Source: an optimization exercise on an open RTL-to-GDS flow (aim: small area, a short achievable clock period and few clock cycles per item). Production flows keep margins and buffers that such runs may drop. Only simulation tests tie the RTL to the original design; equivalence was not proved. In runs 1 to 3 the design's own scripts or RTL, not TritonCTS, make the clock network. The flow treats the clock pin as an ideal source. Dropping or thinning the clock tree relies on that and would not hold on a real chip. Power figures rest on the tool's default switching activity, not on a simulated workload.

## flow/design.v

```verilog
module pxit_cksum (
  input             clk,
  input             rst,           
  input             cfg_valid,
  output            cfg_ready,
  input      [31:0] cfg_seeds,
  input             in_valid,
  output            in_ready,
  input       [7:0] in_data,
  output reg        out_valid,
  output     [31:0] out_cksum,     
  output reg        out_ok,
  output     [31:0] poly
);
  localparam PKTSIZE = 337;
  localparam NDATA   = PKTSIZE - 4;    
  function automatic [7:0] xtime(input [7:0] a);
    xtime = {a[6:0], 1'b0} ^ (a[7] ? 8'h87 : 8'h00);
  endfunction
  reg        in_ready_r, cfg_ready_r;
  reg        busy;           
  reg  [8:0] cnt;            
  reg  [7:0] d_r;            
  reg        v_r;            
  reg        eq_r;           
  reg        c_first;        
  reg        c_ck;           
  reg        g_w0;           
  reg        g_d;            
  reg        g_sh;           
  reg        g_rot;          
  reg        g_hold;         
  assign in_ready  = in_ready_r;
  assign cfg_ready = cfg_ready_r;
  wire take    = in_valid && in_ready_r;
  wire cfg_acc = cfg_valid && cfg_ready_r;
  wire cnt0    = (cnt == 9'd0);
  wire cnt333  = (cnt == NDATA);
  wire cntlast = (cnt == PKTSIZE - 1);
  wire cfg_step = busy && !cnt0;             
  wire cfg_end  = busy && cnt[2];            
  wire step_n   = busy && !cfg_end;          
  wire busy_n   = cfg_acc || step_n;
  wire first_n = v_r ? cntlast : c_first;
  wire ck_n    = v_r ? (cnt >= NDATA - 1 && !cntlast) : c_ck;
  wire idle_n  = v_r ? cntlast : (cnt0 || cfg_end);
  wire cfg_ready_n = !busy_n && !take && idle_n;
  always @(posedge clk) begin
    if (take)
      d_r <= in_data;
    eq_r <= (in_data == d_r);
    if (rst) begin
      in_ready_r  <= 1'b0;
      cfg_ready_r <= 1'b1;
      busy        <= 1'b0;
      cnt         <= 9'd0;
      v_r         <= 1'b0;
      out_valid   <= 1'b0;
      c_first     <= 1'b1;
      c_ck        <= 1'b0;
      g_w0        <= 1'b0;
      g_d         <= 1'b0;
      g_sh        <= 1'b0;
      g_rot       <= 1'b0;
      g_hold      <= 1'b0;
    end else begin
      busy        <= busy_n;
      in_ready_r  <= !cfg_acc && (in_ready_r || cfg_end);
      cfg_ready_r <= cfg_ready_n;
      if (v_r || busy)
        cnt <= (cntlast || cfg_end) ? 9'd0 : cnt + 9'd1;
      v_r         <= take;
      out_valid   <= v_r && cntlast;
      c_first     <= first_n;
      c_ck        <= ck_n;
      g_w0        <= step_n || (take && !first_n && !ck_n);
      g_d         <= take && !ck_n;
      g_sh        <= step_n || (take && !first_n);
      g_rot       <= take && ck_n;
      g_hold      <= !take && !step_n && (cfg_acc || !idle_n);
    end
  end
  reg  [7:0] p0, p1, p2, p3;
  reg  [7:0] w0, w1, w2, w3;
  reg        uniform;        
  reg        match;          
  assign poly      = {p3, p2, p1, p0};
  assign out_cksum = {w0, w1, w2, w3};
  wire [7:0] m = (w0 & {8{g_w0}}) ^ (d_r & {8{g_d}});
  wire [7:0]  mx [0:7];
  wire [63:0] mxc;
  assign mx[0] = m;
  genvar j, k, b;
  generate
    for (j = 1; j < 8; j = j + 1) begin : g_x
      assign mx[j] = xtime(mx[j-1]);
    end
    for (j = 0; j < 8; j = j + 1) begin : g_j
      for (b = 0; b < 8; b = b + 1) begin : g_b
        assign mxc[8*b + j] = mx[j][b];
      end
    end
  endgenerate
  wire [31:0] pk = {p3, p2, p1, p0};
  wire [31:0] mp;
  generate
    for (k = 0; k < 4; k = k + 1) begin : g_k
      for (b = 0; b < 8; b = b + 1) begin : g_b
        pxit_cksum_dot u_dot (.c(pk[8*k +: 8]), .v(mxc[8*b +: 8]), .y(mp[8*k + b]));
      end
    end
  endgenerate
  wire [31:0] seeds = {cfg_seeds[7:0], cfg_seeds[15:8], cfg_seeds[23:16], cfg_seeds[31:24]};
  wire [31:0] feed  = ({w1, w2, w3} & {24{g_sh}}) << 8 | ({24'd0, w0} & {32{g_rot}})
                    | ({w0, w1, w2, w3} & {32{g_hold}}) | (seeds & {32{cfg_ready_r}});
  wire [31:0] wn   = feed ^ mp;
  wire        eq_w = (d_r == w0);
  always @(posedge clk) begin
    if (busy && cnt0) begin
      p3 <= 8'd0;
      p2 <= 8'd0;
      p1 <= 8'd0;
      p0 <= 8'd1;
    end else if (cfg_step) begin
      p3 <= p2 ^ mp[31:24];
      p2 <= p1 ^ mp[23:16];
      p1 <= p0 ^ mp[15:8];
      p0 <= mp[7:0];
    end
    {w0, w1, w2, w3} <= wn;
    if (v_r)
      uniform <= c_first || (uniform && eq_r);
    if (v_r && c_ck)
      match <= (cnt333 || match) && eq_w;
    out_ok <= match && eq_w && !(uniform && eq_r);
  end
endmodule
module pxit_cksum_dot (
  input  [7:0] c,
  input  [7:0] v,
  output       y
);
  assign y = ^(c & v);
endmodule
```

## flow/flow/run.sh

```bash
#!/bin/bash
# The standard layout with three changes:
# - the ports are buffered by plain buffers instead of the delay buffers
#   buffer_ports picks by default;
# - timing repair is asked for extra setup margin;
# - the clock tree is a single level of buffers (flow/cts_tree.tcl).
set -euo pipefail
export BUFFER_PORTS_ARGS="-buffer_cell sky130_fd_sc_hd__buf_1"
export SETUP_SLACK_MARGIN=11.2
export PRE_CTS_TCL="$(pwd)/flow/cts_tree.tcl"
bash standard.sh finish > standard.log 2>&1
```

## flow/flow/cts_tree.tcl

```tcl
# A shallow clock tree: the clock port drives four clkbuf_16 buffers, each
# placed at the centre of a group of about a quarter of the flip-flops, the
# nearest ones, and driving only that group. Every flip-flop is one buffer away from the clock port, so the tree
# is balanced. Sourced as PRE_CTS_TCL; it stands in for clock_tree_synthesis
# and the rest of the CTS step (placement legalisation, timing repair) runs
# as usual.

proc my_build_clock_tree {} {
  set block [ord::get_db_block]
  set db [ord::get_db]
  set master [$db findMaster sky130_fd_sc_hd__clkbuf_16]
  set clk_net [$block findNet clk]

  # clock pins of the flip-flops on the clock net
  set sinks {}
  foreach it [$clk_net getITerms] {
    if {[$it isInputSignal]} { lappend sinks $it }
  }
  set n [llength $sinks]
  puts "my_build_clock_tree: $n sinks"

  # positions
  set xs {}
  set ys {}
  foreach it $sinks {
    set b [[$it getInst] getBBox]
    lappend xs [expr {([$b xMin] + [$b xMax]) / 2.0}]
    lappend ys [expr {([$b yMin] + [$b yMax]) / 2.0}]
  }

  # four groups of equal size: halves by x, then each half by y
  set ngroups 4
  set assign [lrepeat $n 0]
  set order [lsort -real -indices $xs]
  set half [expr {$n / 2}]
  set left [lrange $order 0 [expr {$half - 1}]]
  set right [lrange $order $half end]
  set g 0
  foreach part [list $left $right] {
    set pys {}
    foreach i $part { lappend pys [lindex $ys $i] }
    set porder [lsort -real -indices $pys]
    set m [expr {[llength $part] / 2}]
    set k 0
    foreach j $porder {
      lset assign [lindex $part $j] [expr {$g + ($k < $m ? 0 : 1)}]
      incr k
    }
    incr g 2
  }
  # then balanced k-means: each group holds at most cap sinks; the sinks
  # that lose most by not getting their nearest group choose first
  set cap [expr {($n + $ngroups - 1) / $ngroups + 2}]
  for {set iter 0} {$iter < 20} {incr iter} {
    set cx {}
    set cy {}
    for {set g 0} {$g < $ngroups} {incr g} {
      set sx 0.0; set sy 0.0; set c 0
      for {set i 0} {$i < $n} {incr i} {
        if {[lindex $assign $i] == $g} {
          set sx [expr {$sx + [lindex $xs $i]}]
          set sy [expr {$sy + [lindex $ys $i]}]
          incr c
        }
      }
      lappend cx [expr {$sx / $c}]
      lappend cy [expr {$sy / $c}]
    }
    if {$iter == 19} break
    set keys {}
    for {set i 0} {$i < $n} {incr i} {
      set ds {}
      for {set g 0} {$g < $ngroups} {incr g} {
        lappend ds [expr {abs([lindex $xs $i] - [lindex $cx $g]) + abs([lindex $ys $i] - [lindex $cy $g])}]
      }
      set sd [lsort -real $ds]
      lappend keys [list $i [expr {[lindex $sd 1] - [lindex $sd 0]}] $ds]
    }
    set count [lrepeat $ngroups 0]
    foreach key [lsort -real -decreasing -index 1 $keys] {
      lassign $key i gain ds
      set best -1
      set bd 1e30
      for {set g 0} {$g < $ngroups} {incr g} {
        if {[lindex $count $g] < $cap && [lindex $ds $g] < $bd} {
          set bd [lindex $ds $g]
          set best $g
        }
      }
      lset assign $i $best
      lset count $best [expr {[lindex $count $best] + 1}]
    }
  }

  # one buffer per group
  for {set g 0} {$g < $ngroups} {incr g} {
    set inst [odb::dbInst_create $block $master "clkbuf_bench_$g"]
    set net [odb::dbNet_create $block "clknet_bench_$g"]
    $net setSigType CLOCK
    [$inst findITerm A] connect $clk_net
    [$inst findITerm X] connect $net
    set w [$master getWidth]
    set h [$master getHeight]
    $inst setLocation [expr {int([lindex $cx $g] - $w / 2)}] [expr {int([lindex $cy $g] - $h / 2)}]
    $inst setPlacementStatus PLACED
    set c 0
    for {set i 0} {$i < $n} {incr i} {
      if {[lindex $assign $i] == $g} {
        set it [lindex $sinks $i]
        $it disconnect
        $it connect $net
        incr c
      }
    }
    puts "my_build_clock_tree: group $g: $c sinks at ([lindex $cx $g], [lindex $cy $g])"
  }
  $clk_net setSigType CLOCK
  set_propagated_clock [all_clocks]
}

rename clock_tree_synthesis my_tritoncts
proc clock_tree_synthesis {args} {
  my_build_clock_tree
}
```

## flow/standard.sh

```bash
#!/bin/bash
# synth_recipe.tcl (not shown) runs the flow's synth.tcl, then flattens the netlist and writes it again
# the make line also repeats each setting of config.mk as NAME=value (left out here)
make -C /OpenROAD-flow-scripts/flow DESIGN_CONFIG=/design/flow/config.mk WORK_HOME=/design/flow/orfs CLKGATE_MAP_FILE= SYNTH_SCRIPT=/design/flow/synth_recipe.tcl "${@:-finish}"
```

## flow/config.mk

```make
export PLATFORM = sky130hd
export DESIGN_NAME = pxit_cksum
export DESIGN_NICKNAME = pxit_cksum
export VERILOG_FILES = /design/flow/design.v
export SDC_FILE = /design/flow/constraint.sdc
export NUM_CORES = 4
export LEC_CHECK = 0
export CAP_MARGIN = 20
export CORE_MARGIN = 2
export CORE_UTILIZATION = 55
export PLACE_DENSITY = 0.75
export SLEW_MARGIN = 20
export SYNTH_HIERARCHICAL = 1
export SYNTH_MINIMUM_KEEP_SIZE = 0
```

## flow/constraint.sdc

```tcl
create_clock -name core_clock -period 15.0 [get_ports {clk}]
set_input_delay 3.0000 -clock core_clock [delete_from_list [all_inputs] [get_ports {clk}]]
set_output_delay 3.0000 -clock core_clock [all_outputs]
set_load 0.01 [all_outputs]
```

==> results.sh, run 1 <==
export IMPL_outcome="finished clean"
export IMPL_hold_path_class="reg -> reg"
export IMPL_fp_coreArea_um2=13100
export IMPL_fmaxAchievable_mhz=260
export IMPL_drc_errors=0
export IMPL_path_class="in -> reg"
export IMPL_synthesis_instances=921
export IMPL_dp_cells=1195
export IMPL_power_share_sequential_pct=52.1
export IMPL_synthTopCellsByCount="nand2_1 (296), xnor2_1 (276), dfxtp_1 (87), xor2_1 (56), inv_1 (37)"
export IMPL_grtUsageTotal_pct=30.5
export IMPL_startpoint_type="input pin"
export IMPL_port_buffers=111
export IMPL_drtIter0Drc=928
export IMPL_synth_edf_count=10
export IMPL_r2r_cells=11
export IMPL_ys_flop_type="dfxtp_1"
export IMPL_cp_max_fo=1
export IMPL_critPathMaxStageDelay_ns=0.66
export IMPL_cts_reportedPaths_clkPinSlew_ns=0.10
export IMPL_swShare_pct=35.4
export IMPL_rsz0062_at_grt="no"
export IMPL_synth_nets=968
export IMPL_yosysWarnings=7
export IMPL_clk_latency_ns=0.16
export IMPL_num_rows=42
export IMPL_setup_tns_ns=0
export IMPL_antenna_found_initial=0
export IMPL_ys_async_sr_fraction_pct=0
export IMPL_yosysMostFrequentCell="nand2_1"
export IMPL_n_fill_cell=1172
export IMPL_area_growth_pct=16.6
export IMPL_grt_pass1_vias=6160
export IMPL_wirelength_um=22800
export IMPL_peakVddDrop_mv=0.0580
export IMPL_synthTopCellsByArea="xnor2_1 (33%), dfxtp_1 (24%), nand2_1 (15%)"
export IMPL_synth_top_area_share_pct=32.9
export IMPL_seq_area_frac_synth_pct=27.8
export IMPL_drive_gt1_share_pct=10.8
export IMPL_dr_pass1_iters=8
export IMPL_clkPwrFrac_pct=18.4
export IMPL_netSwitchingPower_w=0.000228
export IMPL_slowest_stage="a222oi_1"
export IMPL_grt_pass1_wl_um=34700
export IMPL_hold_viol=0
export IMPL_io_pins=112
export IMPL_postSynthAreaPerCell_um2=7.97
export IMPL_whs_path_depth=2
export IMPL_period_share_pct=25.6
export IMPL_synth_area_um2=7340
export IMPL_timing_max_cap_violations=0
export IMPL_setup_viol=0
export IMPL_vias=6966
export IMPL_ys_seq_elements=97
export IMPL_pwr_share_comb_pct=29.5
export IMPL_fin_skew_ns=0.0102
export IMPL_crit_arrival_ns=3.92
export IMPL_final_seq_area_um2=2190
export IMPL_stdcell_count=1239
export IMPL_initial_utilization_pct=55.9
export IMPL_crit_path_end_kind="flip-flop"
export IMPL_hpwlAfterDp_um=15900
export IMPL_die_area_um2=14300
export IMPL_p_int_w=0.000417
export IMPL_synth_top_area_cell="xnor2_1"
export IMPL_finalNetCount=1112
export IMPL_gp_congestion=0.968
export IMPL_setup_slack_ns=11.16
export IMPL_path_cells="buf_1 > a222oi_1 > xnor2_1"
export IMPL_grt_max_degree=35
export IMPL_multi_input_area_um2=5100
export IMPL_antenna_cells=0
export IMPL_worst_ep_required_time_ns=15.08
export IMPL_grt_overflow=0
export IMPL_dieHeight_um=120
export IMPL_p_leak_nw=2.60
export IMPL_via_per_inst=5.62
export IMPL_wl_per_cell_um=18.4
export IMPL_slew_viol_final=0
export IMPL_power_w=0.000644
export IMPL_slew_headroom_pct=29.0
export IMPL_fin_crit_ns=3.84
export IMPL_place_ws_ns=10.99
export IMPL_ctsHoldBuffers=0
export IMPL_fp_dieW_um=120
export IMPL_antenna_left=0
export IMPL_max_slew_worst_pin_slew_ns=1.06
export IMPL_ys_types=39
export IMPL_fin_util_pct=65.1
export IMPL_power_density_nw_per_um2=75.3
stage by stage:
| step | cell area (um2) | hold slack, ns |
|---|---|---|
| 2_1_floorplan | 7340 | 0.449 |
| 3_3_place_gp | 7960 | 0.468 |
| 3_5_place_dp | 7960 | 0.465 |
| 4_1_cts | 8170 | 0.479 |
| 5_1_grt | 8550 | 0.517 |
| 6_report | 8550 | 0.478 |
power groups by stage:
stage / sequential, W / combinational [W] / clock (W)
final: 0.000336 / 0.000190 / 0.000118
after global routing: 0.000337 / 0.000202 / 0.000130
after CTS: 0.000338 / 0.000167 / 0.000119
after detailed placement: 0.000345 / 0.000166 / 0
after global placement: 0.000345 / 0.000164 / 0
after floorplan: 0.000331 / 0.000105 / 0
worst max-delay path: cells and delay by family:
kind	cells	cell delay, ns
xor gates and xnor gates	1	0.19
AOI/OAI and AO/OA	1	0.66
buffers and inverters	1	0.07
worst paths after layout:
kind                    endpoint           startpoint  slack (ns)
max                w1[3]$_DFF_P_        cfg_seeds[11]       11.16
min          cnt[1]$_SDFFE_PP0P_  cnt[1]$_SDFFE_PP0P_        0.48
max reg2reg   p2[2]$_SDFFE_PP0P_      g_w0$_SDFF_PP0_       11.52
min reg2reg  cnt[1]$_SDFFE_PP0P_  cnt[1]$_SDFFE_PP0P_        0.48
layer usage:
layer	up-vias	track usage [%]	wire length (um)
li1	3255	-	-
met4	0	5.51	327
met1	3310	43.8	9730
met3	28	3.85	2210
met2	373	49.6	10600
met5	-	0	0
layout make-up:
class / instances / area share (%)
repair buffers: 162 / 9.36
inverters: 37 / 1.67
plain buffers: 4 / 1.17
multi-input cells: 763 / 59.6
well taps: 176 / 2.57
flip-flops and latches: 97 / 25.6
timing repair:
action | CTS | global route
endpoints found under the setup margin | 49 | 51
pin swaps | 0 | 2
buffers inserted | 0 | 40
resized for setup | 66 | 23
flip-flops by register name (all words and copies together) (netlist names), 8 cells and up:
name,flops
p1,8
cnt,9
p2,8
w2,8
w0,8
p0,8
w3,8
d_r,8
p3,8
w1,8
cells by family after synthesis:
group           share of synthesized area (%)
buf+inv                                  3.34
fa+ha+maj                               0.512
simple gates                             18.5
flops                                    27.8
mux                                     0.273
compound gates                           8.51
xor+xnor                                 41.0
per-module statistics from Yosys, one instance, submodules excluded:
module	copies in the design	cells inside	flip-flops and latches	area (um2)
pxit_cksum	1	441	97	4420
pxit_cksum_dot	32	15	0	91.3
layout by cell type (no fill, tap or decap), types with 2 or more instances in the layout:
master     instances
xnor2_1          271
clkbuf_16          4
nor3b_1            2
xor2_1            55
xnor2_2            5
inv_1             36
buf_1            110
o21ai_0           10
nand2_4            2
ha_1               3
dfxtp_4           37
nor3_1             7
nand2_1          296
a21oi_1            8
dfxtp_1           42
and2_1             3
and3_1             3
nand2b_1           3
a21o_1             2
buf_4             51
mux2i_1            2
nor2_1            15
nand4_1            4
a222oi_1          32
dfxtp_2            8
o22ai_1           24
edfxtp_1          10
Testbench counts, summed over its fixed seeds: cycles 32,360, packets 96.
==> run 2, diff against run 1 <==
--- a/flow/design.v
+++ b/flow/design.v
@@ -88,25 +88,35 @@
   assign out_cksum = {w0, w1, w2, w3};
   wire [7:0] m = (w0 & {8{g_w0}}) ^ (d_r & {8{g_d}});
   wire [7:0]  mx [0:7];
-  wire [63:0] mxc;
   assign mx[0] = m;
   genvar j, k, b;
   generate
     for (j = 1; j < 8; j = j + 1) begin : g_x
       assign mx[j] = xtime(mx[j-1]);
     end
-    for (j = 0; j < 8; j = j + 1) begin : g_j
-      for (b = 0; b < 8; b = b + 1) begin : g_b
-        assign mxc[8*b + j] = mx[j][b];
-      end
-    end
   endgenerate
   wire [31:0] pk = {p3, p2, p1, p0};
   wire [31:0] mp;
+  wire [31:0] mxs;           
   generate
+    for (b = 0; b < 8; b = b + 1) begin : g_s
+      for (j = 0; j < 4; j = j + 1) begin : g_i
+        assign mxs[4*b + j] = mx[2*j][b] ^ mx[2*j+1][b];
+      end
+    end
     for (k = 0; k < 4; k = k + 1) begin : g_k
+      wire [7:0] c = pk[8*k +: 8];
+      wire [3:0] s_lo, s_hi, s_both;
+      for (j = 0; j < 4; j = j + 1) begin : g_i
+        assign s_lo[j]   =  c[2*j] && !c[2*j+1];
+        assign s_hi[j]   = !c[2*j] &&  c[2*j+1];
+        assign s_both[j] =  c[2*j] &&  c[2*j+1];
+      end
       for (b = 0; b < 8; b = b + 1) begin : g_b
-        pxit_cksum_dot u_dot (.c(pk[8*k +: 8]), .v(mxc[8*b +: 8]), .y(mp[8*k + b]));
+        pxit_cksum_dot u_dot (.s_lo(s_lo), .s_hi(s_hi), .s_both(s_both),
+                              .v_lo({mx[6][b], mx[4][b], mx[2][b], mx[0][b]}),
+                              .v_hi({mx[7][b], mx[5][b], mx[3][b], mx[1][b]}),
+                              .v_both(mxs[4*b +: 4]), .y(mp[8*k + b]));
       end
     end
   endgenerate
@@ -136,9 +146,13 @@
   end
 endmodule
 module pxit_cksum_dot (
-  input  [7:0] c,
-  input  [7:0] v,
+  input  [3:0] s_lo,
+  input  [3:0] s_hi,
+  input  [3:0] s_both,
+  input  [3:0] v_lo,
+  input  [3:0] v_hi,
+  input  [3:0] v_both,
   output       y
 );
-  assign y = ^(c & v);
+  assign y = ^((v_lo & s_lo) | (v_hi & s_hi) | (v_both & s_both));
 endmodule
--- a/flow/flow/run.sh
+++ b/flow/flow/run.sh
@@ -6,6 +6,6 @@
 # - the clock tree is a single level of buffers (flow/cts_tree.tcl).
 set -euo pipefail
 export BUFFER_PORTS_ARGS="-buffer_cell sky130_fd_sc_hd__buf_1"
-export SETUP_SLACK_MARGIN=11.2
+export SETUP_SLACK_MARGIN=11.1
 export PRE_CTS_TCL="$(pwd)/flow/cts_tree.tcl"
 bash standard.sh finish > standard.log 2>&1
--- a/flow/config.mk
+++ b/flow/config.mk
@@ -7,8 +7,8 @@
 export LEC_CHECK = 0
 export CAP_MARGIN = 20
 export CORE_MARGIN = 2
-export CORE_UTILIZATION = 55
-export PLACE_DENSITY = 0.75
+export CORE_UTILIZATION = 45
+export PLACE_DENSITY = 0.65
 export SLEW_MARGIN = 20
 export SYNTH_HIERARCHICAL = 1
 export SYNTH_MINIMUM_KEEP_SIZE = 0
==> results.sh, run 2 <==
export IMPL_cts_reportedPaths_clkPinSlew_ns=0.11
export IMPL_antenna_cells=0
export IMPL_reg2reg_to="p1[5]$_SDFFE_PP0P_"
export IMPL_synth_nets=788
export IMPL_antenna_found_initial=0
export IMPL_n_fill_cell=1452
export IMPL_path_cells="buf_1"
export IMPL_hpwlAfterDp_um=18600
export IMPL_grt_overflow=0
export IMPL_fin_area_um2=7860
export IMPL_synth_area_um2=6950
export IMPL_dp_cells=1024
export IMPL_drc_errors=0
export IMPL_vias=7144
export IMPL_slew_viol_final=0
export IMPL_final_seq_area_um2=2050
export IMPL_fin_crit_ns=3.87
export IMPL_wl_per_cell_um=24.8
export IMPL_power_density_nw_per_um2=83.8
export IMPL_drtIter0Drc=1509
export IMPL_finalNetCount=898
export IMPL_postSynthAreaPerCell_um2=9.38
export IMPL_hold_path_class="reg -> reg"
export IMPL_synth_top_area_share_pct=25.1
export IMPL_r2r_cells=11
export IMPL_p_leak_nw=2.42
export IMPL_io_pins=112
export IMPL_ys_async_sr_fraction_pct=0
export IMPL_dpl_cell_area_um2=7590
export IMPL_synth_top_area_cell="dfxtp_1"
export IMPL_via_per_inst=6.89
export IMPL_ys_seq_elements=97
export IMPL_fmaxAchievable_mhz=258
export IMPL_drive_gt1_share_pct=6.83
export IMPL_num_rows=45
export IMPL_critPathMaxStageDelay_ns=0.51
export IMPL_crit_path_end="out_cksum[27]"
export IMPL_synthTopCellsByArea="dfxtp_1 (25%), a222oi_1 (23%), xnor2_1 (18%)"
export IMPL_die_area_um2=16500
export IMPL_max_slew_worst_pin_slew_ns=1.13
export IMPL_setup_tns_ns=0
export IMPL_worst_ep_required_time_ns=12.00
export IMPL_stdcell_count=1037
export IMPL_grtUsageTotal_pct=29.5
export IMPL_r2r_slack_ns=11.21
export IMPL_gp_congestion=0.933
export IMPL_slowest_stage="dfxtp_2"
export IMPL_mostFrequentLayoutCells="a222oi_1 (160), xnor2_1 (137), buf_1 (111)"
export IMPL_timing_max_cap_violations=0
export IMPL_port_buffers=111
export IMPL_synth_edf_count=10
export IMPL_dieHeight_um=128
export IMPL_antenna_left=0
export IMPL_cpLargestDelayFamily="flip-flops"
export IMPL_fin_skew_ns=0.0350
export IMPL_fp_coreArea_um2=15100
export IMPL_ys_types=44
export IMPL_layout_commonest_cell="a222oi_1"
export IMPL_regToRegStartpoint="d_r[6]$_DFFE_PP_"
export IMPL_period_share_pct=25.8
export IMPL_grt_max_degree=35
export IMPL_hold_viol=0
export IMPL_ys_flop_type="dfxtp_1"
export IMPL_top_register="cnt"
export IMPL_synthTopCellsByCount="a222oi_1 (160), xnor2_1 (143), dfxtp_1 (87), xor2_1 (77), nor2_1 (59)"
export IMPL_path_buf_inv=1
export IMPL_largest_register_ffs=9
export IMPL_outcome="finished clean"
export IMPL_setup_viol=0
export IMPL_slew_headroom_pct=24.6
export IMPL_area_growth_pct=13.0
export IMPL_synthesis_instances=741
export IMPL_crit_path_end_kind="output port"
export IMPL_peakVddDrop_mv=0.0777
export IMPL_clk_latency_ns=0.17
export IMPL_grt_pass1_wl_um=38000
export IMPL_crit_cells=1
export IMPL_initial_utilization_pct=45.9
export IMPL_startpoint_type="flip-flop"
export IMPL_multi_input_area_um2=4720
export IMPL_fp_dieW_um=128
export IMPL_seq_area_frac_synth_pct=29.4
export IMPL_rsz0062_at_grt="no"
export IMPL_grt_pass1_vias=6517
export IMPL_wirelength_um=25700
export IMPL_startpoint="w0[3]$_DFF_P_"
export IMPL_yosysWarnings=7
export IMPL_dr_pass1_iters=14
export IMPL_yosysMostFrequentCell="a222oi_1"
export IMPL_crit_arrival_ns=0.87
export IMPL_path_class="reg -> out"
export IMPL_cp_max_fo=6
run 2: cell count changes after synthesis, moves of 5 or more:
| cell | before | now |
|---|---|---|
| nand3_1 | 1 | 6 |
| xnor2_1 | 276 | 143 |
| xor2_1 | 56 | 77 |
| buf_2 | 1 | 7 |
| a222oi_1 | 32 | 160 |
| nor2_1 | 15 | 59 |
| nand2_1 | 296 | 40 |
run 2: what timing repair did:
action | in CTS | in global routing
pin swaps | 0 | 1
gates cloned | 0 | 0
gates resized for setup | 15 | 5
setup buffers | 0 | 9
setup endpoints to repair | 20 | 28
hold buffers | 0 | 0
run 2: tightest hold or removal path, stage by stage (launching register included):
cell	delay (ns)
dfxtp_1	0.32
nand2_1	0.06
nand2_1	0.06
nor3_1	0.04
run 2: area by class of cell:
cell class	instances	share of cell area [%]
multi-input cells	576	60.1
flip-flops and latches	97	26.1
repair buffers	134	7.66
well taps	188	2.99
inverters	38	1.86
plain buffers	4	1.27
run 2: logic make-up (layout without fill, tap and decap cells):
kind of cell	after synthesis	after routing	share of synthesized area (%)
XOR/XNOR	226	226	29.6
AO/OA/AOI/OAI	210	210	27.6
multiplexers	2	2	0.288
AND/OR/NAND/NOR	135	135	8.61
buffers and inverters	68	176	3.96
flip-flops	97	97	29.4
adder cells (fa/ha/maj)	3	3	0.540
run 2: stage by stage:
step                      utilization [%]  power, W  setup WS (ns)  hold WS (ns)
after floorplan                         -  0.000448          11.36         0.455
after global placement               50.1  0.000532          10.90         0.513
after detailed placement             50.1  0.000532          10.90         0.512
after CTS                            51.2  0.000649          11.10         0.527
after global routing                 51.9  0.000683          11.11         0.574
final                                51.9  0.000658          11.13         0.520
run 2: worst min path at each step:
stage,start,end,cells past startpoint
after floorplan,v_r$_SDFF_PP0_,uniform$_DFFE_PP_,0
after CTS,eq_r$_DFF_P_,out_ok$_DFF_P_,3
after detailed placement,eq_r$_DFF_P_,out_ok$_DFF_P_,3
after global routing,eq_r$_DFF_P_,out_ok$_DFF_P_,3
final,eq_r$_DFF_P_,out_ok$_DFF_P_,3
after global placement,eq_r$_DFF_P_,out_ok$_DFF_P_,3
run 2: layer usage:
layer | global-route usage [%] | vias up | wire, um
met3 | 2.92 | 87 | 2790
met1 | 41.6 | 3390 | 10200
met2 | 44.4 | 502 | 11000
met4 | 16.0 | 0 | 1750
li1 | - | 3165 | -
met5 | 0 | - | 0
run 2: Yosys stat by module, one instance, submodules excluded:
module / flops+latches / copies in the design / area [um2] / cells
pxit_cksum: 97 / 1 / 4830 / 517
pxit_cksum_dot: 0 / 32 / 66.3 / 7
run 2: power breakdown:
group | total (W) | internal, W | switching (W)
Sequential | 0.000333 | 0.000289 | 0.0000439
Combinational | 0.000206 | 0.0000701 | 0.000136
Clock | 0.000119 | 0.0000492 | 0.0000701
Total | 0.000658 | 0.000408 | 0.000250
Testbench counts of run 2, summed over its fixed seeds: cycles 32,360, packets 96.
==> run 3, diff against run 2 <==
--- a/flow/config.mk
+++ b/flow/config.mk
@@ -7,8 +7,8 @@
 export LEC_CHECK = 0
 export CAP_MARGIN = 20
 export CORE_MARGIN = 2
-export CORE_UTILIZATION = 45
-export PLACE_DENSITY = 0.65
+export CORE_UTILIZATION = 55
+export PLACE_DENSITY = 0.75
 export SLEW_MARGIN = 20
 export SYNTH_HIERARCHICAL = 1
 export SYNTH_MINIMUM_KEEP_SIZE = 0
==> results.sh, run 3 <==
export IMPL_synth_nets=788
export IMPL_fin_area_um2=7750
export IMPL_grt_pass1_vias=6773
export IMPL_antenna_found_initial=0
export IMPL_fp_dieW_um=116
export IMPL_initial_utilization_pct=55.7
export IMPL_timing_max_cap_violations=0
export IMPL_power_density_nw_per_um2=84.9
export IMPL_crit_path_end_kind="flip-flop"
export IMPL_grt_max_degree=35
export IMPL_setup_tns_ns=0
export IMPL_yosysWarnings=7
export IMPL_synthTopCellsByArea="dfxtp_1 (25%), a222oi_1 (23%), xnor2_1 (18%)"
export IMPL_period_share_pct=26.5
export IMPL_mostFrequentLayoutCells="a222oi_1 (160), xnor2_1 (137), buf_1 (110)"
export IMPL_cp_max_fo=1
export IMPL_synthesis_instances=741
export IMPL_fmaxAchievable_mhz=252
export IMPL_setup_slack_ns=11.03
export IMPL_wirelength_um=25300
export IMPL_rsz0062_at_grt="yes"
export IMPL_path_cells="buf_1 > a222oi_1 > xnor2_1"
export IMPL_ys_flop_type="dfxtp_1"
export IMPL_wl_per_cell_um=25.1
export IMPL_layout_commonest_cell="a222oi_1"
export IMPL_wl_met1_um=9190
export IMPL_port_buffers=111
export IMPL_fin_crit_ns=3.97
export IMPL_dieHeight_um=116
export IMPL_io_pins=112
export IMPL_synth_top_area_cell="dfxtp_1"
export IMPL_place_ws_ns=10.91
export IMPL_grt_overflow=0
export IMPL_drive_gt1_share_pct=5.85
export IMPL_dr_wl_met2_um=11100
export IMPL_hold_viol=0
export IMPL_fin_skew_ns=0.0315
export IMPL_max_slew_worst_pin_slew_ns=1.12
export IMPL_largest_register_ffs=9
export IMPL_slowest_stage="a222oi_1"
export IMPL_worst_ep_required_time_ns=15.02
export IMPL_hold_path_class="reg -> reg"
export IMPL_ys_seq_elements=97
export IMPL_n_fill_cell=1104
export IMPL_slew_viol_final=0
export IMPL_grtUsageTotal_pct=36.3
export IMPL_critPathMaxStageDelay_ns=0.64
export IMPL_path_class="in -> reg"
export IMPL_setup_viol=0
export IMPL_synth_edf_count=10
export IMPL_p_leak_nw=2.35
export IMPL_clk_latency_ns=0.18
export IMPL_hold_ws_ns=0.534
export IMPL_vias=7353
export IMPL_drtIter0Drc=2045
export IMPL_drc_errors=0
export IMPL_power_w=0.000658
export IMPL_slew_headroom_pct=25.0
export IMPL_via_per_inst=7.28
export IMPL_yosysMostFrequentCell="a222oi_1"
export IMPL_num_rows=41
export IMPL_finalNetCount=887
export IMPL_hpwlAfterDp_um=18400
export IMPL_synthTopCellsByCount="a222oi_1 (160), xnor2_1 (143), dfxtp_1 (87), xor2_1 (77), nor2_1 (59)"
export IMPL_grt_pass1_wl_um=38400
export IMPL_die_area_um2=13600
export IMPL_seq_area_frac_synth_pct=29.4
export IMPL_wl_met3_um=3250
export IMPL_ys_types=44
export IMPL_startpoint_type="input pin"
export IMPL_synth_area_um2=6950
export IMPL_crit_arrival_ns=3.99
export IMPL_peakVddDrop_mv=0.0783
export IMPL_antenna_left=0
export IMPL_gp_congestion=1.02
export IMPL_top_register="cnt"
export IMPL_ys_async_sr_fraction_pct=0
export IMPL_outcome="finished clean"
export IMPL_antenna_cells=0
export IMPL_dpl_cell_area_um2=7550
export IMPL_cts_reportedPaths_clkPinSlew_ns=0.12
export IMPL_fp_coreArea_um2=12500
export IMPL_top_layer="met4"
export IMPL_synth_top_area_share_pct=25.1
export IMPL_postSynthAreaPerCell_um2=9.38
export IMPL_dr_pass1_iters=20
export IMPL_area_growth_pct=11.6
==> run 3: cell counts after synthesis <==
No cell type changed its count.
==> run 3: per-layer routing <==
layer,up-vias,global-route usage (%)
met5,-,0
met4,0,20.1
met3,131,4.62
met2,630,56.6
met1,3455,49.0
li1,3137,-
==> run 3: repair_timing <==
action / CTS / global route
pin swaps: 0 / 1
hold buffers: 0 / 0
gates resized for setup: 16 / 5
endpoints found under the setup margin: 26 / 27
gates cloned: 0 / 0
buffers inserted: 0 / 1
==> run 3: critical path: cells and delay by family <==
kind	cells	cell delay, ns
AOI/OAI and AO/OA	1	0.64
xor gates and xnor gates	1	0.26
buffers and inverters	1	0.09
==> run 3: cell families after synthesis <==
| logic type | Yosys count | share of synthesized area (%) |
|---|---|---|
| adder cells (fa/ha/maj) | 3 | 0.540 |
| XOR/XNOR | 226 | 29.6 |
| flip-flops | 97 | 29.4 |
| AO/OA/AOI/OAI | 210 | 27.6 |
| buffers and inverters | 68 | 3.96 |
| AND/OR/NAND/NOR | 135 | 8.61 |
| multiplexers | 2 | 0.288 |
==> run 3: worst paths after layout <==
| path | start | to | slack, ns | depth (start not counted) |
|---|---|---|---|---|
| worst max-delay path | cfg_seeds[20] | w2[4]$_DFF_P_ | 11.03 | 3 |
| worst min register to register | p3[7]$_SDFFE_PP0P_ | p3[7]$_SDFFE_PP0P_ | 0.53 | 2 |
| worst max register to register | d_r[5]$_DFFE_PP_ | p3[3]$_SDFFE_PP0P_ | 11.20 | 10 |
| worst min-delay path | p3[7]$_SDFFE_PP0P_ | p3[7]$_SDFFE_PP0P_ | 0.53 | 2 |
==> run 3: layout make-up <==
cell class                 count  area (um2)  area share, %
tap                          172         215           2.78
buffer                         4         100           1.29
timing repair buffer         123         508           6.55
multi-input combinational    576        4730           61.0
inverter                      38         146           1.89
sequential                    97        2050           26.5
==> run 3: through the flow <==
step	cells	utilization, %
finish	1010	62.2
global route	1010	62.2
CTS	1009	62.0
detailed placement	1005	60.6
global placement	1005	60.5
floorplan	741	-
==> run 3: power by group <==
group	leakage, nW	switching [W]	total [W]	internal (W)
Combinational	1.50	0.000137	0.000206	0.0000691
Sequential	0.805	0.0000429	0.000332	0.000289
Clock	0.0493	0.0000714	0.000121	0.0000493
Total	2.35	0.000251	0.000658	0.000407
==> run 3: Yosys stat by module (local to each module, per instance) <==
module          copies in the design  cell area [um2]  cells inside
pxit_cksum_dot                    32             66.3             7
pxit_cksum                         1             4830           517
==> run 4, diff against run 3 <==
--- a/flow/design.v
+++ b/flow/design.v
@@ -88,35 +88,25 @@
   assign out_cksum = {w0, w1, w2, w3};
   wire [7:0] m = (w0 & {8{g_w0}}) ^ (d_r & {8{g_d}});
   wire [7:0]  mx [0:7];
+  wire [63:0] mxc;
   assign mx[0] = m;
   genvar j, k, b;
   generate
     for (j = 1; j < 8; j = j + 1) begin : g_x
       assign mx[j] = xtime(mx[j-1]);
     end
+    for (j = 0; j < 8; j = j + 1) begin : g_j
+      for (b = 0; b < 8; b = b + 1) begin : g_b
+        assign mxc[8*b + j] = mx[j][b];
+      end
+    end
   endgenerate
   wire [31:0] pk = {p3, p2, p1, p0};
   wire [31:0] mp;
-  wire [31:0] mxs;           
   generate
-    for (b = 0; b < 8; b = b + 1) begin : g_s
-      for (j = 0; j < 4; j = j + 1) begin : g_i
-        assign mxs[4*b + j] = mx[2*j][b] ^ mx[2*j+1][b];
-      end
-    end
     for (k = 0; k < 4; k = k + 1) begin : g_k
-      wire [7:0] c = pk[8*k +: 8];
-      wire [3:0] s_lo, s_hi, s_both;
-      for (j = 0; j < 4; j = j + 1) begin : g_i
-        assign s_lo[j]   =  c[2*j] && !c[2*j+1];
-        assign s_hi[j]   = !c[2*j] &&  c[2*j+1];
-        assign s_both[j] =  c[2*j] &&  c[2*j+1];
-      end
       for (b = 0; b < 8; b = b + 1) begin : g_b
-        pxit_cksum_dot u_dot (.s_lo(s_lo), .s_hi(s_hi), .s_both(s_both),
-                              .v_lo({mx[6][b], mx[4][b], mx[2][b], mx[0][b]}),
-                              .v_hi({mx[7][b], mx[5][b], mx[3][b], mx[1][b]}),
-                              .v_both(mxs[4*b +: 4]), .y(mp[8*k + b]));
+        pxit_cksum_dot u_dot (.c(pk[8*k +: 8]), .v(mxc[8*b +: 8]), .y(mp[8*k + b]));
       end
     end
   endgenerate
@@ -146,13 +136,9 @@
   end
 endmodule
 module pxit_cksum_dot (
-  input  [3:0] s_lo,
-  input  [3:0] s_hi,
-  input  [3:0] s_both,
-  input  [3:0] v_lo,
-  input  [3:0] v_hi,
-  input  [3:0] v_both,
+  input  [7:0] c,
+  input  [7:0] v,
   output       y
 );
-  assign y = ^((v_lo & s_lo) | (v_hi & s_hi) | (v_both & s_both));
+  assign y = ^(c & v);
 endmodule
==> flow/run.sh (new file) <==
#!/bin/bash
# synth_recipe.tcl (not shown) runs the flow's synth.tcl, then flattens the netlist and writes it again
# the make line also repeats each setting of config.mk as NAME=value (left out here)
make -C /OpenROAD-flow-scripts/flow DESIGN_CONFIG=/design/flow/config.mk WORK_HOME=/design/flow/orfs CLKGATE_MAP_FILE= SYNTH_SCRIPT=/design/flow/synth_recipe.tcl finish
--- a/flow/config.mk
+++ b/flow/config.mk
@@ -9,6 +9,7 @@
 export CORE_MARGIN = 2
 export CORE_UTILIZATION = 55
 export PLACE_DENSITY = 0.75
+export SETUP_SLACK_MARGIN = 5
 export SLEW_MARGIN = 20
 export SYNTH_HIERARCHICAL = 1
 export SYNTH_MINIMUM_KEEP_SIZE = 0
removed: flow/flow/run.sh
removed: flow/flow/cts_tree.tcl
removed: flow/standard.sh
==> results.sh, run 4 <==
export IMPL_setup_slack_ns=10.38
export IMPL_period_share_pct=30.8
export IMPL_largest_register_ffs=9
export IMPL_synth_top_area_share_pct=32.9
export IMPL_mostFrequentLayoutCells="nand2_1 (296), xnor2_1 (276), clkdlybuf4s50_1 (111)"
export IMPL_dieHeight_um=120
export IMPL_dr_pass1_iters=8
export IMPL_hold_viol=0
export IMPL_outcome="finished clean"
export IMPL_synthTopCellsByCount="nand2_1 (296), xnor2_1 (276), dfxtp_1 (87), xor2_1 (56), inv_1 (37)"
export IMPL_cts_tree="done"
export IMPL_rsz0062_at_grt="no"
export IMPL_h_tree_depth=3
export IMPL_drtIter0Drc=793
export IMPL_timing_max_cap_violations=0
export IMPL_gp_congestion=0.895
export IMPL_grt_pass1_vias=6281
export IMPL_crit_arrival_ns=1.62
export IMPL_worst_ep_required_time_ns=12.00
export IMPL_grtUsageTotal_pct=31.4
export IMPL_cts_sinks=97
export IMPL_ctsHoldBuffers=0
export IMPL_grt_max_degree=42
export IMPL_finalNetCount=1077
export IMPL_seq_area_frac_synth_pct=27.8
export IMPL_synth_edf_count=10
export IMPL_fp_dieW_um=120
export IMPL_fin_crit_ns=4.62
export IMPL_crit_path_end_kind="output port"
export IMPL_p_leak_nw=2.71
export IMPL_power_share_sequential_pct=42.7
export IMPL_grt_pass1_wl_um=34800
export IMPL_io_pins=112
export IMPL_ys_types=39
export IMPL_clockBufferDepth=2
export IMPL_num_rows=42
export IMPL_hpwlAfterDp_um=15800
export IMPL_clkPwrFrac_pct=30.7
export IMPL_initial_utilization_pct=55.9
export IMPL_port_buffers=111
export IMPL_pwr_share_comb_pct=26.5
export IMPL_post_cts_buffers=0
export IMPL_place_ws_ns=10.64
export IMPL_cts_resized=0
export IMPL_synth_nets=968
export IMPL_slew_headroom_pct=32.9
export IMPL_antenna_cells=0
export IMPL_clk_latency_ns=0.34
export IMPL_top_register="cnt"
export IMPL_synth_top_area_cell="xnor2_1"
export IMPL_startpoint_type="flip-flop"
export IMPL_area_growth_pct=22.1
export IMPL_synthTopCellsByArea="xnor2_1 (33%), dfxtp_1 (24%), nand2_1 (15%)"
export IMPL_slew_viol_final=0
export IMPL_netSwitchingPower_w=0.000257
export IMPL_swShare_pct=32.6
export IMPL_peakVddDrop_mv=0.0510
export IMPL_wl_per_cell_um=18.3
export IMPL_setup_tns_ns=0
export IMPL_synth_area_um2=7340
export IMPL_hold_path_class="reg -> reg"
export IMPL_setup_viol=0
export IMPL_ys_async_sr_fraction_pct=0
export IMPL_drc_errors=0
export IMPL_p_int_w=0.000532
export IMPL_yosysWarnings=7
export IMPL_power_density_nw_per_um2=88.1
export IMPL_antenna_left=0
export IMPL_antenna_found_initial=0
export IMPL_ys_flop_type="dfxtp_1"
export IMPL_cts_buffers=9
export IMPL_path_class="reg -> out"
export IMPL_cp_max_fo=35
export IMPL_fp_coreArea_um2=13100
export IMPL_power_w=0.000790
export IMPL_layout_commonest_cell="nand2_1"
export IMPL_fmaxAchievable_mhz=216
export IMPL_synthesis_instances=921
export IMPL_ys_seq_elements=97
export IMPL_max_slew_worst_pin_slew_ns=0.999
export IMPL_via_per_inst=5.57
export IMPL_fin_skew_ns=0.00702
export IMPL_drive_gt1_share_pct=3.19
export IMPL_yosysMostFrequentCell="nand2_1"
export IMPL_vias=6746
export IMPL_root_buffer="clkbuf_16"
export IMPL_wirelength_um=22100
export IMPL_cts_reportedPaths_clkPinSlew_ns=0.06
export IMPL_postSynthAreaPerCell_um2=7.97
export IMPL_grt_overflow=0
export IMPL_die_area_um2=14300
-- run 4: cell count changes after synthesis, sizes merged, moves of 2 or more --
cell,change
a222oi,-128
nand3,-5
nand4,-2
o21ai,+2
xor2,-22
buf,-6
nor3,+2
nand2,+255
nor2,-44
xnor2,+133
nor2b,-2
-- run 4: Yosys stat by module, one instance, submodules excluded --
module | copies in the design | flops+latches
pxit_cksum | 1 | 97
pxit_cksum_dot | 32 | 0
-- run 4: final cells by class --
type | instances | area [um2]
fill | 1107 | 4180
timing repair buffer | 122 | 1190
multi-input combinational | 763 | 5060
sequential | 97 | 2040
inverter | 37 | 139
tap | 176 | 220
clock buffer | 13 | 260
clock inverter | 3 | 47.5
-- run 4: kinds of logic (layout without fill, tap and decap cells) --
group / count (synthesis) / count (layout) / synth area share, %
simple gates: 340 / 340 / 18.5
xor+xnor: 336 / 336 / 41.0
flops: 97 / 97 / 27.8
compound gates: 82 / 82 / 8.51
buf+inv: 61 / 175 / 3.34
fa+ha+maj: 3 / 3 / 0.512
mux: 2 / 2 / 0.273
-- run 4: stage by stage --
stage / std cells / util (%) / hold slack (ns) / area (um2)
2_1_floorplan: 921 / - / 0.449 / 7340
3_3_place_gp: 1195 / 65.9 / 0.461 / 8650
3_5_place_dp: 1195 / 65.9 / 0.467 / 8650
4_1_cts: 1211 / 68.2 / 0.476 / 8960
5_1_grt: 1211 / 68.2 / 0.508 / 8960
6_report: 1211 / 68.2 / 0.474 / 8960
-- run 4: path summary, 6_finish.rpt --
| path | slack (ns) | to | start | cells after the start |
|---|---|---|---|---|
| worst min register to register | 0.47 | cnt[1]$_SDFFE_PP0P_ | cnt[1]$_SDFFE_PP0P_ | 2 |
| worst max register to register | 10.92 | p2[2]$_SDFFE_PP0P_ | g_w0$_SDFF_PP0_ | 10 |
| worst min-delay path | 0.47 | cnt[1]$_SDFFE_PP0P_ | cnt[1]$_SDFFE_PP0P_ | 2 |
| worst max-delay path | 10.38 | cfg_ready | cfg_ready_r$_SDFF_PP1_ | 2 |
-- run 4: layer usage --
metal  routed length [um]  global-route usage [%]
met5                    0                       0
met3                 1960                    4.47
met2                 9890                    49.0
met1                 9480                    44.0
met4                  801                    11.8
-- run 4: critical path, stage by stage (launching register included) --
cell and delay, ns:
dfxtp_1 0.31, buf_4 0.35, clkdlybuf4s50_1 0.61
-- run 4: power groups by stage --
stage | Combinational, W | Clock, W | Sequential (W)
after floorplan | 0.000105 | 0 | 0.000331
after global placement | 0.000204 | 0 | 0.000341
after detailed placement | 0.000207 | 0 | 0.000342
after CTS | 0.000208 | 0.000246 | 0.000336
after global routing | 0.000222 | 0.000256 | 0.000339
final | 0.000210 | 0.000243 | 0.000337
Testbench counts of run 4, summed over its fixed seeds: cycles 32,360, packets 96.

[re-timing with driven ports]
In the flow no input, the clock included, has a driving cell. The finished layouts below were timed again as built, in two steps. Step 1 assumes that a clkbuf_16 drives the clock port and a buf_2 every other input. Step 2 times the ports against the registers' clock, not the clock port: input delays grow and output delays shrink by t, the midpoint of the rising clock arrivals with the driver on. a / b / c = ideal / step 1 / step 2; a / b = the first two.
| run | t (ns) | setup WS [ns] | cell pins on the clock port's net |
|---|---|---|---|
| run 1 | 0.247 | 11.158 / 11.129 / 10.972 | 4 |
| run 2 | 0.246 | 11.127 / 11.038 / 11.001 | 4 |
| run 3 | 0.253 | 11.031 / 11.054 / 10.840 | 4 |
| run 4 | 0.382 | 10.380 / 10.338 / 10.628 | 1 |
After both steps every run listed still meets setup and hold. The setup slack of run 3, which loses most, moves by +0.023 ns with the drivers and by -0.191 ns with both steps.
